Source: an optimization exercise on an open RTL-to-GDS flow (aim: small area, a short achievable clock period and few clock cycles per item). Production flows keep margins and buffers that such runs may drop.
Where RTL was checked, it was by simulation tests only, not by an equivalence proof against the original.
The RTL of run 2 was laid out without a check of its function.

[flow/design.v]
`timescale 1ns/1ps
module golay_codec (
    input  wire        clk,
    input  wire        rst,         
    input  wire        in_valid,
    output wire        in_ready,
    input  wire        in_op,       
    input  wire [23:0] in_word,
    output reg         out_valid,
    input  wire        out_ready,
    output reg  [23:0] out_word,    
    output reg  [2:0]  out_nerr,    
    output reg         out_uncorr   
);
    function automatic [11:0] brow(input integer i);
        case (i)
            0:  brow = 12'hDC5;
            1:  brow = 12'hB8B;
            2:  brow = 12'h717;
            3:  brow = 12'hE2D;
            4:  brow = 12'hC5B;
            5:  brow = 12'h8B7;
            6:  brow = 12'h16F;
            7:  brow = 12'h2DD;
            8:  brow = 12'h5B9;
            9:  brow = 12'hB71;
            10: brow = 12'h6E3;
            default: brow = 12'hFFE;
        endcase
    endfunction
    function automatic [11:0] parity(input [11:0] d);
        integer i;
        begin
            parity = 12'h000;
            for (i = 0; i < 12; i = i + 1)
                if (d[11-i]) parity = parity ^ brow(i);
        end
    endfunction
    function automatic [3:0] weight(input [11:0] v);
        integer i;
        begin
            weight = 4'd0;
            for (i = 0; i < 12; i = i + 1)
                weight = weight + {3'b000, v[i]};
        end
    endfunction
    wire [23:0] enc_word = {in_word[11:0], parity(in_word[11:0])};
    reg [11:0] syn, syn2, err_hi, err_lo, t;
    reg        found;
    reg [11:0] dec_data;
    reg [2:0]  dec_nerr;
    reg        dec_uncorr;
    integer    i;
    always @* begin
        syn    = parity(in_word[23:12]) ^ in_word[11:0];
        syn2   = parity(syn);
        found  = 1'b0;
        err_hi = 12'h000;
        err_lo = 12'h000;
        t      = 12'h000;
        if (weight(syn) <= 4'd3) begin
            found  = 1'b1;
            err_lo = syn;
        end
        for (i = 0; i < 12; i = i + 1) begin
            t = syn ^ brow(i);
            if (!found && weight(t) <= 4'd2) begin
                found  = 1'b1;
                err_hi = 12'h800 >> i;
                err_lo = t;
            end
        end
        if (!found && weight(syn2) <= 4'd3) begin
            found  = 1'b1;
            err_hi = syn2;
        end
        for (i = 0; i < 12; i = i + 1) begin
            t = syn2 ^ brow(i);
            if (!found && weight(t) <= 4'd2) begin
                found  = 1'b1;
                err_hi = t;
                err_lo = 12'h800 >> i;
            end
        end
        if (found) begin
            dec_data   = in_word[23:12] ^ err_hi;
            dec_nerr   = weight(err_hi) + weight(err_lo);
            dec_uncorr = 1'b0;
        end else begin
            dec_data   = in_word[23:12];
            dec_nerr   = 3'd4;
            dec_uncorr = 1'b1;
        end
    end
    assign in_ready = !out_valid || out_ready;
    always @(posedge clk) begin
        if (rst) begin
            out_valid  <= 1'b0;
            out_word   <= 24'h000000;
            out_nerr   <= 3'd0;
            out_uncorr <= 1'b0;
        end else if (in_ready) begin
            out_valid <= in_valid;
            if (in_valid) begin
                if (in_op) begin
                    out_word   <= {12'h000, dec_data};
                    out_nerr   <= dec_nerr;
                    out_uncorr <= dec_uncorr;
                end else begin
                    out_word   <= enc_word;
                    out_nerr   <= 3'd0;
                    out_uncorr <= 1'b0;
                end
            end
        end
    end
endmodule
[flow/run.sh]
#!/bin/bash
# synth_recipe.tcl (not shown) runs the flow's synth.tcl, then flattens the netlist and writes it again
# the make line also repeats each setting of config.mk as NAME=value (left out here)
make -C /OpenROAD-flow-scripts/flow DESIGN_CONFIG=/design/flow/config.mk WORK_HOME=/design/flow/orfs CLKGATE_MAP_FILE= SYNTH_SCRIPT=/design/flow/synth_recipe.tcl finish
[flow/config.mk]
export PLATFORM = sky130hd
export DESIGN_NAME = golay_codec
export DESIGN_NICKNAME = golay_codec
export VERILOG_FILES = /design/flow/design.v
export SDC_FILE = /design/flow/constraint.sdc
export NUM_CORES = 4
export LEC_CHECK = 0
export CAP_MARGIN = 20
export CORE_MARGIN = 2
export CORE_UTILIZATION = 40
export PLACE_DENSITY = 0.6
export SLEW_MARGIN = 20
[flow/constraint.sdc]
create_clock -name core_clock -period 14.0 [get_ports {clk}]
set_input_delay 2.8000 -clock core_clock [delete_from_list [all_inputs] [get_ports {clk}]]
set_output_delay 2.8000 -clock core_clock [all_outputs]
set_load 0.01 [all_outputs]
==> results of run 1 <==
-- repair_timing --
item                                    CTS  global route
gates resized for setup                   0            46
endpoints found under the setup margin    0             2
buffers inserted                          0             1
hold buffers                              0             0
-- worst min path at each step --
stage | from | end | slack, ps
finish | out_word[22]$_SDFFE_PP0P_ | out_word[22]$_SDFFE_PP0P_ | 450
global route | out_word[20]$_SDFFE_PP0P_ | out_word[20]$_SDFFE_PP0P_ | 470
CTS | out_word[22]$_SDFFE_PP0P_ | out_word[22]$_SDFFE_PP0P_ | 450
detailed placement | out_word[22]$_SDFFE_PP0P_ | out_word[22]$_SDFFE_PP0P_ | 440
global placement | out_word[14]$_SDFFE_PP0P_ | out_word[14]$_SDFFE_PP0P_ | 440
floorplan | out_word[17]$_SDFFE_PP0P_ | out_word[17]$_SDFFE_PP0P_ | 480
-- layer usage --
layer  global-route usage, %  part of all wire [%]  vias to the layer above
li1                        -                     -                     4327
met1                    30.6                    43                     4579
met2                    40.4                    48                      271
met3                    2.96                   4.8                       73
met4                    7.42                   3.4                        0
met5                       0                     0                        -
-- registers in the layout, summed over array words and instances, names as in the netlist --
| register | cells |
|---|---|
| out_nerr | 3 |
| out_uncorr | 1 |
| out_valid | 1 |
| out_word | 24 |
-- worst max-delay path, delay by kind of cell --
kind	cells	cell delay (ps)
and+or+nand+nor	6	1130
AOI/OAI and AO/OA	5	960
buffers and inverters	8	1260
adders and majority gates	13	5570
xor gates and xnor gates	6	1910
-- kinds of logic after synthesis --
logic type,Yosys count,synth area share (%)
adder cells (fa/ha/maj),297,45.1
XOR/XNOR,167,17.4
buffers and inverters,253,8.80
flip-flops,29,5.07
AO/OA/AOI/OAI,162,9.53
AND/OR/NAND/NOR,299,13.9
multiplexers,3,0.262
-- cell type report --
| class | instances | area share (%) |
|---|---|---|
| tap | 378 | 3.40 |
| inverter | 215 | 5.80 |
| timing repair buffer | 213 | 13.1 |
| sequential | 29 | 4.17 |
| clock buffer | 7 | 1.02 |
| multi-input combinational | 928 | 72.5 |
-- cells in the mapped netlist (12+ instances only) --
library cell	number	area (um^2)
inv_1	212	796
fa_1	193	3860
ha_1	104	1300
xnor2_1	90	788
nor2_1	67	251
a21oi_1	62	310
nand2_1	51	191
xor2_1	36	315
nand3_1	31	155
dfxtp_1	29	581
nor3_1	22	110
nand3b_1	20	150
o21ai_0	20	100
and2_1	19	119
clkbuf_1	19	71.3
xnor3_1	19	428
nand4_1	18	113
and3_1	15	93.8
nor4_1	12	75.1
-- stage by stage --
step	std cells	hold WS, ps	cell area [um^2]	worst slack, ps	utilization, %
4_1_cts	1769	450	13700	22.0	49.0
3_5_place_dp	1762	444	13600	-226	48.5
2_1_floorplan	1210	476	11500	67.7	-
5_1_grt	1770	471	13900	19.3	49.7
6_report	1770	447	13900	476	49.7
3_3_place_gp	1762	439	13600	-84.0	48.5
==> impl_metrics.toml, run 1 <==
[synth]
syn_area_mm2 = 0.0115
synth_cell_types = 80
avgSynthCellArea_um2 = 9.47
synthCells = 1210
synth_ff_type = "dfxtp_1"
async_flop_share_pct = 0
synth_edf_count = 0
syn_nets = 1536
synth-seq-cells = 29
yosysSeqAreaShare_pct = 5.07
synth_warnings = 1

[timing]
finalSetupViolations = 0
relSlewSlack_pct = 39.5
hold_viol = 0
rsz0062_at_grt = "false"
skew_ps = 2.87
worst_slew_pin_slew_ps = 907
fin_tns_setup_ps = 0
period_share_pct = 96.6
fmax_ghz = 0.0739
slew_viol_final = 0
period_minus_slack_ps = 13520

[die]
die_area_mm2 = 0.0300
ios = 59
die_w_um = 173
core_area_mm2 = 0.0280
row_count = 61
dieHeight_um = 173
initial_core_util_pct = 40.9

[critical_path]
crit-reg2reg-capture = "out_word[8]$_SDFFE_PP0P_"
slowest_delay_ps = 650
path_common_cell = "fa_1"
crit_arrival_ps = 13660
crit_slowest_cell = "clkdlybuf4s50_1"
crit_path_end_kind = "flop"
startpoint = "in_word[13]"
reg2reg_depth = 6
start_kind = "input pin"
ff2ff_setup_slack_ps = 12000
crit_end = "out_nerr[2]$_SDFFE_PP0P_"
path_max_fanout = 10
path_class = "input pin to flop"
timing.rr.start = "out_valid$_SDFFE_PP0N_"
cp.required_ps = 14130

[drt]
dr.pass1.iters = 5
wl_per_cell_um = 19.4
drtIter0Drc = 567
vias = 9250
drc = 0
wl_um = 34300
ant_nets = 0
viasPerCell = 5.23

[global_route]
globalRouteTotalUtil_pct = 23.4
grt_pass1_wl_um = 55100
grt_antenna_before_repair = 0
overflow = 0
grt_pass1_vias = 9848
grt_max_degree = 30

[clock_tree]
cts_buffers = 5
path_clk_slew_ps = 50
h-tree-depth = 2
cts_tree = "built"
clk-insertion-delay-late_ps = 270
cts_sinks = 29
clockBufferDepth = 2
cts_root_buf = "clkbuf_16"

[place]
hpwl_um = 29100
numPortBuffers = 58
routabilityCongestion = 0.977

[worst_hold_path]
min_path_cells = 2
hp-class = "flop to flop"

[layout]
layout-drive-gt1-share_pct = 17.1
fillCellCount = 2675
layout_commonest_cell = "inv_1"
area_growth_pct = 21.5
nNetsFinal = 1718
multi_input_area_mm2 = 0.0101
antenna_cells = 0
layout_common_cells = "inv_1, fa_1, buf_4"
regArea_um2 = 581

[job]
max_cap_viol_count = 0

[outcome]
status = "no timing/DRC/antenna violations"
Testbench counts, summed over its fixed seeds: cycles 32,008, items 32,000.
==> run 2: changes to the inputs <==
==> flow/design.v (replaced) <==
`timescale 1ns/1ps
module golay_codec (
    input  wire        clk,
    input  wire        rst,         
    input  wire        in_valid,
    output reg         in_ready,
    input  wire        in_op,       
    input  wire [23:0] in_word,
    output reg         out_valid,
    input  wire        out_ready,
    output reg  [23:0] out_word,    
    output reg  [2:0]  out_nerr,    
    output reg         out_uncorr   
);
    function automatic [11:0] brow(input integer i);
        case (i)
            0:  brow = 12'hDC5;
            1:  brow = 12'hB8B;
            2:  brow = 12'h717;
            3:  brow = 12'hE2D;
            4:  brow = 12'hC5B;
            5:  brow = 12'h8B7;
            6:  brow = 12'h16F;
            7:  brow = 12'h2DD;
            8:  brow = 12'h5B9;
            9:  brow = 12'hB71;
            10: brow = 12'h6E3;
            default: brow = 12'hFFE;
        endcase
    endfunction
    function automatic [11:0] parity(input [11:0] d);
        integer i;
        begin
            parity = 12'h000;
            for (i = 0; i < 12; i = i + 1)
                if (d[11-i]) parity = parity ^ brow(i);
        end
    endfunction
    function automatic [2:0] th3(input [2:0] g);
        th3 = {&g, (g[0] & g[1]) | (g[0] & g[2]) | (g[1] & g[2]), |g};
    endfunction
    function automatic [3:0] th6(input [5:0] v);
        reg [2:0] a, b;
        begin
            a = th3(v[5:3]);
            b = th3(v[2:0]);
            th6[0] = a[0] | b[0];
            th6[1] = a[1] | b[1] | (a[0] & b[0]);
            th6[2] = a[2] | b[2] | (a[1] & b[0]) | (a[0] & b[1]);
            th6[3] = (a[2] & b[0]) | (a[1] & b[1]) | (a[0] & b[2]);
        end
    endfunction
    function automatic [3:0] th12(input [11:0] v);
        reg [3:0] a, b;
        begin
            a = th6(v[11:6]);
            b = th6(v[5:0]);
            th12[0] = a[0] | b[0];
            th12[1] = a[1] | b[1] | (a[0] & b[0]);
            th12[2] = a[2] | b[2] | (a[1] & b[0]) | (a[0] & b[1]);
            th12[3] = a[3] | b[3] | (a[2] & b[0]) | (a[1] & b[1]) | (a[0] & b[2]);
        end
    endfunction
    reg        sk_op, r_op, r_valid;
    reg [23:0] sk_word, r_word;
    wire       adv    = !out_valid || out_ready;    
    wire       accept = in_valid && in_ready;
    always @(posedge clk) begin
        if (in_ready) begin
            sk_op   <= in_op;
            sk_word <= in_word;
        end
        if (adv) begin
            r_op   <= in_ready ? in_op   : sk_op;
            r_word <= in_ready ? in_word : sk_word;
        end
        if (rst) begin
            in_ready <= 1'b1;
            r_valid  <= 1'b0;
        end else begin
            if (adv) r_valid <= accept || !in_ready;
            in_ready <= adv || (in_ready && !in_valid);
        end
    end
    wire [11:0] r_hi = r_word[23:12];
    wire [11:0] r_lo = r_word[11:0];
    wire [11:0] u    = parity(r_lo);        
    wire [11:0] s    = parity(r_hi) ^ r_lo;
    wire [11:0] q    = r_hi ^ u;
    reg  [11:0] ms, mq, e_hi;
    reg         s0, q0, qany, found, lowerr;
    integer     i, k;
    reg  [3:0]  ts, tq;
    always @* begin
        ts     = th12(s);
        tq     = th12(q);
        s0     = !ts[3];
        q0     = !tq[3];
        lowerr = !ts[1];
        for (i = 0; i < 12; i = i + 1) begin
            ts    = th12(s ^ brow(i));
            tq    = th12(q ^ brow(i));
            ms[i] = !ts[2];
            mq[i] = !tq[2];
            if (!ts[0]) lowerr = 1'b1;
        end
        qany = q0 | (|mq);
        for (k = 0; k < 12; k = k + 1) begin
            e_hi[k] = 1'b0;
            for (i = 0; i < 12; i = i + 1)
                if (brow(i) >> k & 1) e_hi[k] = e_hi[k] | mq[i];
            e_hi[k] = ms[11-k] | ((q[k] & qany) ^ e_hi[k]);
        end
        found = s0 | (|ms) | qany;
    end
    wire [11:0] dec_data = r_hi ^ e_hi;
    wire        par      = ^s;              
    always @(posedge clk) begin
        if (adv) begin
            if (r_op) begin
                out_word   <= {12'h000, dec_data};
                out_nerr   <= found ? {1'b0, !lowerr, par} : 3'd4;
                out_uncorr <= !found;
            end else begin
                out_word   <= {r_lo, u};
                out_nerr   <= 3'd0;
                out_uncorr <= 1'b0;
            end
        end
        if (rst)      out_valid <= 1'b0;
        else if (adv) out_valid <= r_valid;
    end
endmodule
==> impl_metrics.toml, run 2 <==
[synth]
synth_edf_count = 52
avgSynthCellArea_um2 = 8.22
synth_largest_area_cell = "edfxtp_1"
synth_top_cell_area_share_pct = 15.6
synth_ff_type = "edfxtp_1"
ys_top_cells_by_area = "edfxtp_1, xnor2_1, dfxtp_1"
synth.most_common_cell = "nand2_1"
syn_area_mm2 = 0.0100
synthCells = 1221
yosysSeqAreaShare_pct = 21.1
async_flop_share_pct = 0
synth-seq-cells = 80
synth_cell_types = 93
synth_common_cells = "nand2_1, a21oi_1, nor2_1"
synth_warnings = 1
syn_nets = 1266

[critical_path]
start_kind = "flop"
path_max_fanout = 32
cp.required_ps = 14090
crit_path_end_kind = "flop"
crit_slowest_cell = "xnor2_4"
path_class = "flop to flop"
ff2ff_setup_slack_ps = 8470
reg2reg_depth = 13
cp_cell_sequence = "xnor2_2 > xnor3_2 > xnor2_4 > nand2_1 > a221oi_1 > a311oi_1 > nand3_1 > o21ai_2 > nor4_4 > and3_1 > a21oi_1 > o21a_1 > o221a_1"
crit_arrival_ps = 5620
slowest_delay_ps = 780

[drt]
dr.pass1.iters = 6
ant_nets = 0
drc = 0
viasPerCell = 6.59
wl_per_cell_um = 24.3
wl_um = 37700
vias = 10200
drtIter0Drc = 1143

[worst_hold_path]
min_path_cells = 2
hp-class = "flop to flop"

[die]
die_area_mm2 = 0.0264
dieHeight_um = 162
ios = 59
row_count = 57
die_w_um = 162
core_area_mm2 = 0.0245
initial_core_util_pct = 41.0

[clock_tree]
h-tree-depth = 3
cts_tree = "built"
clockBufferDepth = 2
cts_resized = 0
path_clk_slew_ps = 60
cts_sinks = 80
cts_setup_buffers = 0
cts_root_buf = "clkbuf_16"
holdBufCountCts = 0
cts_buffers = 9
clk-insertion-delay-late_ps = 340

[global_route]
grt_pass1_wl_um = 57800
grt_max_degree = 57
grt_antenna_before_repair = 0
grt_pass1_vias = 9473
globalRouteTotalUtil_pct = 28.3
overflow = 0

[place]
dp.cells = 1537
routabilityCongestion = 0.980
numPortBuffers = 58
hpwl_um = 28200

[layout]
regArea_mm2 = 0.00212
layout_common_cells = "nand2_1, a21oi_1, nor2_1"
antenna_cells = 0
top_regs = "out_word (24), r_word (24), sk_word (24)"
fillCellCount = 2415
fin_cells = 1553
layout_commonest_cell = "nand2_1"
multi_input_area_mm2 = 0.00743
utilization_pct = 45.5
nNetsFinal = 1269
layout-drive-gt1-share_pct = 10.2
area_growth_pct = 10.9

[outcome]
status = "no timing/DRC/antenna violations"

[timing]
fin_tns_setup_ps = 0
hold_viol = 0
period_minus_slack_ps = 5530
worst_slew_pin_slew_ps = 1070
skew_ps = 7.56
finalSetupViolations = 0
relSlewSlack_pct = 28.0
fmax_ghz = 0.181
slew_viol_final = 0
rsz0062_at_grt = "false"
period_share_pct = 39.5

[job]
max_cap_viol_count = 0
run 2: through the flow:
stage | cell area (um^2) | setup slack [ps] | hold WS [ps]
6_report | 11100 | 8470 | 446
4_1_cts | 11100 | 8240 | 451
3_3_place_gp | 10800 | 8290 | 437
5_1_grt | 11100 | 8200 | 475
2_1_floorplan | 10000 | 9380 | 420
3_5_place_dp | 10800 | 8290 | 441
run 2: layout make-up:
type	instances	area share (%)
Multi-Input combinational cell	1029	66.7
Inverter	21	0.708
Sequential cell	80	19.1
Clock buffer	12	2.60
Clock inverter	4	0.337
Tap cell	324	3.64
Timing Repair Buffer	83	6.90
run 2: critical path: cells and delay by family, from the launching register on:
| kind | cells | cell delay, ps |
|---|---|---|
| XOR/XNOR | 3 | 1900 |
| AO/OA/AOI/OAI | 6 | 1260 |
| flip-flops | 1 | 590 |
| AND/OR/NAND/NOR | 4 | 1510 |
run 2: worst paths after layout:
| kind | startpoint | endpoint |
|---|---|---|
| setup / recovery | r_word[4]$_DFFE_PP_ | out_word[4]$_DFFE_PP_ |
| hold / removal | r_valid$_SDFFE_PP0P_ | out_valid$_SDFFE_PP0P_ |
| setup reg to reg | r_word[4]$_DFFE_PP_ | out_word[4]$_DFFE_PP_ |
| hold reg to reg | r_valid$_SDFFE_PP0P_ | out_valid$_SDFFE_PP0P_ |
run 2: metal layers:
| layer | wire length [um] | track usage, % | vias up |
|---|---|---|---|
| li1 | - | - | 4659 |
| met1 | 16400 | 40.4 | 4943 |
| met2 | 17000 | 44.0 | 543 |
| met3 | 2920 | 3.72 | 82 |
| met4 | 1320 | 10.1 | 0 |
| met5 | 0 | 0 | - |
run 2: cells by family after synthesis:
| group | synth area share [%] |
|---|---|
| simple gates | 20.1 |
| compound gates | 26.8 |
| xor+xnor | 18.8 |
| buf+inv | 5.24 |
| flops | 21.1 |
| fa+ha+maj | 5.01 |
| mux | 3.00 |

==> afterwards: timing with drivers on the ports <==
Ports are ideal in the flow. The routed layouts listed here were re-timed in OpenROAD. Step 1 sets driving cells, clkbuf_16 on the clock port and buf_2 on the other inputs (assumed; they add their load-dependent delay and slew). Step 2 adds t to the input delays and takes it off the output delays; t is the mean of the earliest and latest rising clock arrival at the registers after step 1. Input paths then give back, and output paths get back, about the clock's delay inside the block. Slacks: no drivers / after step 1 / after step 2; pairs: no drivers / after step 1.
run | shift t [ns] | slack for setup (ns) | latest minus earliest clock arrival (ns) | worst data-port slew with drivers (ns)
run 1 | 0.302 | 0.476 / 0.472 / 0.170 | 0.005 / 0.005 | 0.05
run 2 | 0.371 | 8.469 / 8.469 / 8.469 | 0.007 / 0.008 | 0.04
After both steps setup and hold are still met in every run listed. For run 1, which loses most, drivers alone change the setup slack by -0.004 ns; drivers and shift together by -0.306 ns.
